Source: an optimization exercise on an open RTL-to-GDS flow (aim: small area, a short achievable clock period and few clock cycles). Production flows keep margins and buffers that such runs may drop. Only simulation tests tie the RTL to the original design; equivalence was not proved. Power figures rest on the tool's default switching activity, not on a simulated workload.

## JK
==> flow/design.v (excerpt) <==
module scanout_ctrl #(
    parameter PW = 320,      
    parameter PH = 240       
) (
    input             clk,
    input             rst,
    input             alloc_ok,
    input             cmd_valid,
    input      [31:0] cmd_word,
    output            cmd_ready,
    output reg        cmd_done,
    input             evt_valid,
    input      [31:0] evt_word,
    output            evt_ready,
    output reg        evt_done,
    input      [4:0]  reg_addr,
    output reg [31:0] reg_rdata,
    output            fb_rd,
    output            fb_sel,
    output     [25:0] fb_addr,
    input      [15:0] fb_rdata,
    output            lb_we,
    output            lb_sel,
    output     [12:0] lb_addr,
    output     [15:0] lb_wdata,
    output            flush_valid,
    output            flush_sel,
    output     [12:0] flush_x0,
    output     [12:0] flush_x1,
    output            frame_ready,
    output            buf_ack,
    output            front,
    output            busy,
    output     [6:0]  bl_pct
);
export LEC_CHECK = 0
export ABC_AREA = 1
export CAP_MARGIN = 40
export CORE_MARGIN = 2
export CORE_UTILIZATION = 40
export CTS_CLUSTER_DIAMETER = 150
export CTS_CLUSTER_SIZE = 30
export SLEW_MARGIN = 40
create_clock -name core_clock -period 60.0 [get_ports {clk}]
standard.sh (not shown) runs the stock make flow with config.mk's settings and CLKGATE_MAP_FILE= SYNTH_SCRIPT=/design/flow/synth_recipe.tcl, a recipe that flattens the netlist after the stock synthesis.
==> flow/flow/run.sh <==
#!/bin/bash
set -o pipefail
export BUFFER_PORTS_ARGS="-buffer_cell sky130_fd_sc_hd__buf_1"
bash standard.sh > standard_flow.log 2>&1
Testbench counts of JK, summed over its fixed seeds: cycles 1,314,648.
--- input diff JK..MS ---
# JK
export LEC_CHECK = 0
export ABC_AREA = 1
export CAP_MARGIN = 40
export CORE_MARGIN = 2
export CORE_UTILIZATION = 40
export CTS_CLUSTER_DIAMETER = 150
export CTS_CLUSTER_SIZE = 30
export SLEW_MARGIN = 40
create_clock -name core_clock -period 60.0 [get_ports {clk}]
# MS
export LEC_CHECK = 0
export CAP_MARGIN = 40
export CORE_MARGIN = 2
export CORE_UTILIZATION = 40
export CTS_CLUSTER_DIAMETER = 100
export CTS_CLUSTER_SIZE = 20
export SLEW_MARGIN = 40
create_clock -name core_clock -period 60.0 [get_ports {clk}]
-- flow/flow/run.sh --
<<< JK, line 4
bash standard.sh > standard_flow.log 2>&1
>>> MS, line 4
bash standard.sh SETUP_SLACK_MARGIN=34 finish > standard_flow.log 2>&1
### Flow results
- Relative to JK, clock group total power increased by about 20% in MS.
- Non-filler instance count after layout (MS over JK): decrease, 314
- Compared with JK, MS shows via count that has gone down by a little under 10%.
- Looking only at share of power burned in combinational logic, and setting everything else aside, the lower value of JK and MS goes to MS.
- There was hardly any difference in floorplan die width between MS and JK.
- Sequential logic power: MS > JK
- The higher worst setup slack came out of MS.
The inputs of AL differ from those of MS as listed below.
# MS
export LEC_CHECK = 0
export CAP_MARGIN = 40
export CORE_MARGIN = 2
export CORE_UTILIZATION = 40
export CTS_CLUSTER_DIAMETER = 100
export CTS_CLUSTER_SIZE = 20
export SLEW_MARGIN = 40
create_clock -name core_clock -period 60.0 [get_ports {clk}]
# AL
export LEC_CHECK = 0
export CAP_MARGIN = 20
export CORE_MARGIN = 2
export CORE_UTILIZATION = 60
export CTS_CLUSTER_DIAMETER = 110
export CTS_CLUSTER_SIZE = 22
export SLEW_MARGIN = 20
create_clock -name core_clock -period 60.0 [get_ports {clk}]
[summary]
- Of the two candidates, MS has the worse core box area and AL the better one.
- Changes observed in AL relative to MS: final clock period utilization by the worst path neither gained nor lost much, post-cts resize count higher, die outline area fell by 12000 µm², overall power of the completed layout shows a reduction of 0.0000048 W.
- [compare] base=MS new=AL: non-clock buffer count saw a decrease, largest vdd supply drop grew by about 55%, smallest setup slack after layout now sits lower.
- The run with more routed wire is MS, not AL.
- In the reports for MS and AL, the larger wire length of the first global-routing pass belongs to MS.
- The hold slack reported for AL is greater than that of MS by 8.2 ps.
## Diff of input files: TR against AL
# AL
export LEC_CHECK = 0
export CAP_MARGIN = 20
export CORE_MARGIN = 2
export CORE_UTILIZATION = 60
export CTS_CLUSTER_DIAMETER = 110
export CTS_CLUSTER_SIZE = 22
export SLEW_MARGIN = 20
create_clock -name core_clock -period 60.0 [get_ports {clk}]
# TR
export LEC_CHECK = 0
export CAP_MARGIN = 40
export CORE_MARGIN = 2
export CORE_UTILIZATION = 40
export SLEW_MARGIN = 40
create_clock -name core_clock -period 60.0 [get_ports {clk}]
[summary]
Looking at uppermost signal routing layer after detailed routing, the met5 result is from TR; the met4 one comes from AL. TR ended with more final area than AL. Diff AL -> TR: chip height has increased, final-layout worst hold slack lower, via count went down, register clock-pin slew on the reported worst setup and hold paths lower. Die size: TR exceeds AL. Comparing AL and TR, the lower utilization is on TR. The filler cell count in the final layout in TR is 1.7 times that in AL.


Starting RTL as in the previous note.
==> flow/config.mk <==
export PLATFORM = sky130hd
export DESIGN_NAME = scanout_ctrl
export DESIGN_NICKNAME = scanout_ctrl
export VERILOG_FILES = /design/flow/design.v
export SDC_FILE = /design/flow/constraint.sdc
export NUM_CORES = 4
export LEC_CHECK = 0
export ABC_AREA = 1
export CAP_MARGIN = 40
export CORE_MARGIN = 2
export CORE_UTILIZATION = 40
export SLEW_MARGIN = 40
==> flow/constraint.sdc <==
create_clock -name core_clock -period 60.0 [get_ports {clk}]
set_input_delay 12.0000 -clock core_clock [delete_from_list [all_inputs] [get_ports {clk}]]
set_output_delay 12.0000 -clock core_clock [all_outputs]
set_load 0.01 [all_outputs]
==> flow/flow/run.sh <==
#!/bin/bash
set -o pipefail
export BUFFER_PORTS_ARGS="-buffer_cell sky130_fd_sc_hd__buf_1"
bash standard.sh SETUP_SLACK_MARGIN=34 finish > standard_flow.log 2>&1
Testbench counts at the start, summed over its fixed seeds: cycles 1,314,648.
Rerun with:
Settings changed: ABC_AREA 1 to default, CORE_UTILIZATION 40 to 60, CTS_CLUSTER_DIAMETER from default to 100, CTS_CLUSTER_SIZE from default to 20.
What happened:
- worst setup slack gets worse by 3.5 ps
- cell area goes down by 6.1%
- non-clock buffer count goes down by 17


scanout_ctrl, a different RTL version from the one above (not shown whole).
For scale: about 1300 cells after synthesis, ~220 flip-flops, ~220 I/O pins, about 13000 sq um of cells after synthesis.
Design scanout_ctrl, start of the top module:
module scanout_ctrl #(
    parameter PW = 320,      
    parameter PH = 240       
) (
    input             clk,
    input             rst,
    input             alloc_ok,
    input             cmd_valid,
    input      [31:0] cmd_word,
    output            cmd_ready,
    output reg        cmd_done,
    input             evt_valid,
    input      [31:0] evt_word,
    output            evt_ready,
    output reg        evt_done,
    input      [4:0]  reg_addr,
    output reg [31:0] reg_rdata,
    output            fb_rd,
    output            fb_sel,
    output     [25:0] fb_addr,
    input      [15:0] fb_rdata,
    output            lb_we,
    output            lb_sel,
    output     [12:0] lb_addr,
    output     [15:0] lb_wdata,
    output            flush_valid,
    output            flush_sel,
    output     [12:0] flush_x0,
    output     [12:0] flush_x1,
    output            frame_ready,
    output            buf_ack,
    output            front,
    output            busy,
    output     [6:0]  bl_pct
);
    localparam [2:0] OK = 3'd0, ERR_CONFIG = 3'd1, ERR_NOMEM = 3'd2,
                     ERR_UNSUPPORTED = 3'd3, ERR_STATE = 3'd4;
    localparam [3:0] S_IDLE  = 4'd0,
                     S_UR    = 4'd1,    
                     S_LSTRT = 4'd2,    
                     S_UR0   = 4'd3,    
                     S_ENA   = 4'd14,   
                     S_LOOP  = 4'd4,    
                     S_FLUSH = 4'd5,    
                     S_GK    = 4'd6,    
                     S_GSUB  = 4'd7,    
                     S_GRND  = 4'd8,    
                     S_GLOOP = 4'd9,    
                     S_MULK  = 4'd10,   
                     S_MUL   = 4'd11,   
                     S_SUB1  = 4'd12,   
  ...
export LEC_CHECK = 0
export CAP_MARGIN = 0
export CORE_MARGIN = 2
export CORE_UTILIZATION = 60
export CTS_CLUSTER_DIAMETER = 110
export CTS_CLUSTER_SIZE = 22
export SLEW_MARGIN = 0
create_clock -name core_clock -period 60.0 [get_ports {clk}]
Scripts as last shown in full above: flow/flow/run.sh
Testbench counts at the start, summed over its fixed seeds: cycles 1,314,648.
Then changed:
--- a/flow/config.mk
+++ b/flow/config.mk
@@ -7,7 +7,7 @@
 export LEC_CHECK = 0
-export CAP_MARGIN = 0
+export CAP_MARGIN = 40
 export CORE_MARGIN = 2
 export CORE_UTILIZATION = 60
-export CTS_CLUSTER_DIAMETER = 110
-export CTS_CLUSTER_SIZE = 22
-export SLEW_MARGIN = 0
+export CTS_CLUSTER_DIAMETER = 100
+export CTS_CLUSTER_SIZE = 20
+export SLEW_MARGIN = 40
=> Synthesized area does not change; via count stays flat; final cell count barely changes; total power increases by 0.31%; count of clock-buffer cells in the layout is unchanged; flip-flop and latch count is unchanged; die area is unchanged; non-clock buffer count decreases by 2; clock skew decreases by 0.0072 ns.
Then changed:
--- a/flow/config.mk
+++ b/flow/config.mk
@@ -7,7 +7,7 @@
 export LEC_CHECK = 0
-export CAP_MARGIN = 40
+export CAP_MARGIN = 20
 export CORE_MARGIN = 2
 export CORE_UTILIZATION = 60
-export CTS_CLUSTER_DIAMETER = 100
-export CTS_CLUSTER_SIZE = 20
-export SLEW_MARGIN = 40
+export CTS_CLUSTER_DIAMETER = 110
+export CTS_CLUSTER_SIZE = 22
+export SLEW_MARGIN = 20
Routed wire length barely changes.
Non-clock buffer count is higher by 2.
Cell area barely changes.
Critical path depth is lower by 1.
Sequential share of layout area barely changes.
Power is lower by 0.31%.
Sequential cell count stays the same.
Combinational power is about the same.
Via count is about the same.


## rev 12
scanout_ctrl again, from the RTL that the note above started with.
clock: 60.0 ns
lec_check: 0
cap_margin: 40
core_margin: 2
core_utilization: 60
cts_cluster_diameter: 130
cts_cluster_size: 26
slew_margin: 40
Scripts as last shown in full above: flow/flow/run.sh
Testbench counts of rev 12, summed over its fixed seeds: cycles 1,314,648.
Here is what was changed in the inputs of rev 13 compared with rev 12.
Settings: CTS_CLUSTER_DIAMETER changed from 130 to 80; CTS_CLUSTER_SIZE changed from 26 to 12; CTS_BUF_LIST newly set to sky130_fd_sc_hd__clkbuf_8.
Findings:
[compare] base=rev 12 new=rev 13: clock transition at the registers of the reported paths essentially unchanged; total of fill cells in the finished design decreased 8; switching share of power increased 0.78 points; number of clock buffer instances in the layout increased 5.

## afterwards: timing with drivers on the ports
No port has a modelled driver above. Below, the same layouts with a new extraction and two added sets of constraints.
Step 1 sets driving cells, clkbuf_16 on the clock port and buf_2 on the other inputs (assumed; they add their load-dependent delay and slew).
Step 2 moves the port delays by t, midway between the first and last clock arrival at a register: inputs arrive t later, outputs are due t later. That takes back most of the time a late clock gives input paths.
Three values: ideal, step 1, step 2; two values: the first two.
run	t (ns)	setup WS [ns]	worst hold slack (ns)	worst register clock-pin slew, ns	cell pins on the clock port's net
JK	0.540	32.985 / 32.918 / 32.918	0.488 / 0.488 / 0.488	0.12 / 0.12	1
MS	0.548	34.088 / 34.059 / 34.059	0.486 / 0.486 / 0.486	0.10 / 0.10	1
AL	0.538	34.037 / 33.995 / 33.995	0.494 / 0.494 / 0.494	0.10 / 0.10	1
TR	0.599	34.126 / 34.097 / 34.097	0.481 / 0.481 / 0.481	0.07 / 0.07	1
the first run of note 2	0.595	34.044 / 33.983 / 33.983	0.488 / 0.488 / 0.488	0.06 / 0.06	1
the second run of note 2	0.548	34.040 / 34.002 / 34.002	0.479 / 0.479 / 0.479	0.09 / 0.09	1
the first run of note 3	0.519	34.035 / 34.002 / 34.002	0.474 / 0.474 / 0.474	0.10 / 0.10	1
the second run of note 3	0.537	34.108 / 34.071 / 34.071	0.473 / 0.473 / 0.473	0.09 / 0.09	1
the third run of note 3	0.519	34.035 / 34.002 / 34.002	0.474 / 0.474 / 0.474	0.10 / 0.10	1
rev 12	0.540	34.100 / 34.068 / 34.068	0.476 / 0.476 / 0.476	0.11 / 0.11	1
rev 13	0.593	34.121 / 34.089 / 34.089	0.476 / 0.476 / 0.476	0.10 / 0.10	1
After both steps every run listed still meets setup and hold. The setup slack of JK, which loses most, moves by -0.067 ns with the drivers and by -0.067 ns with both steps.
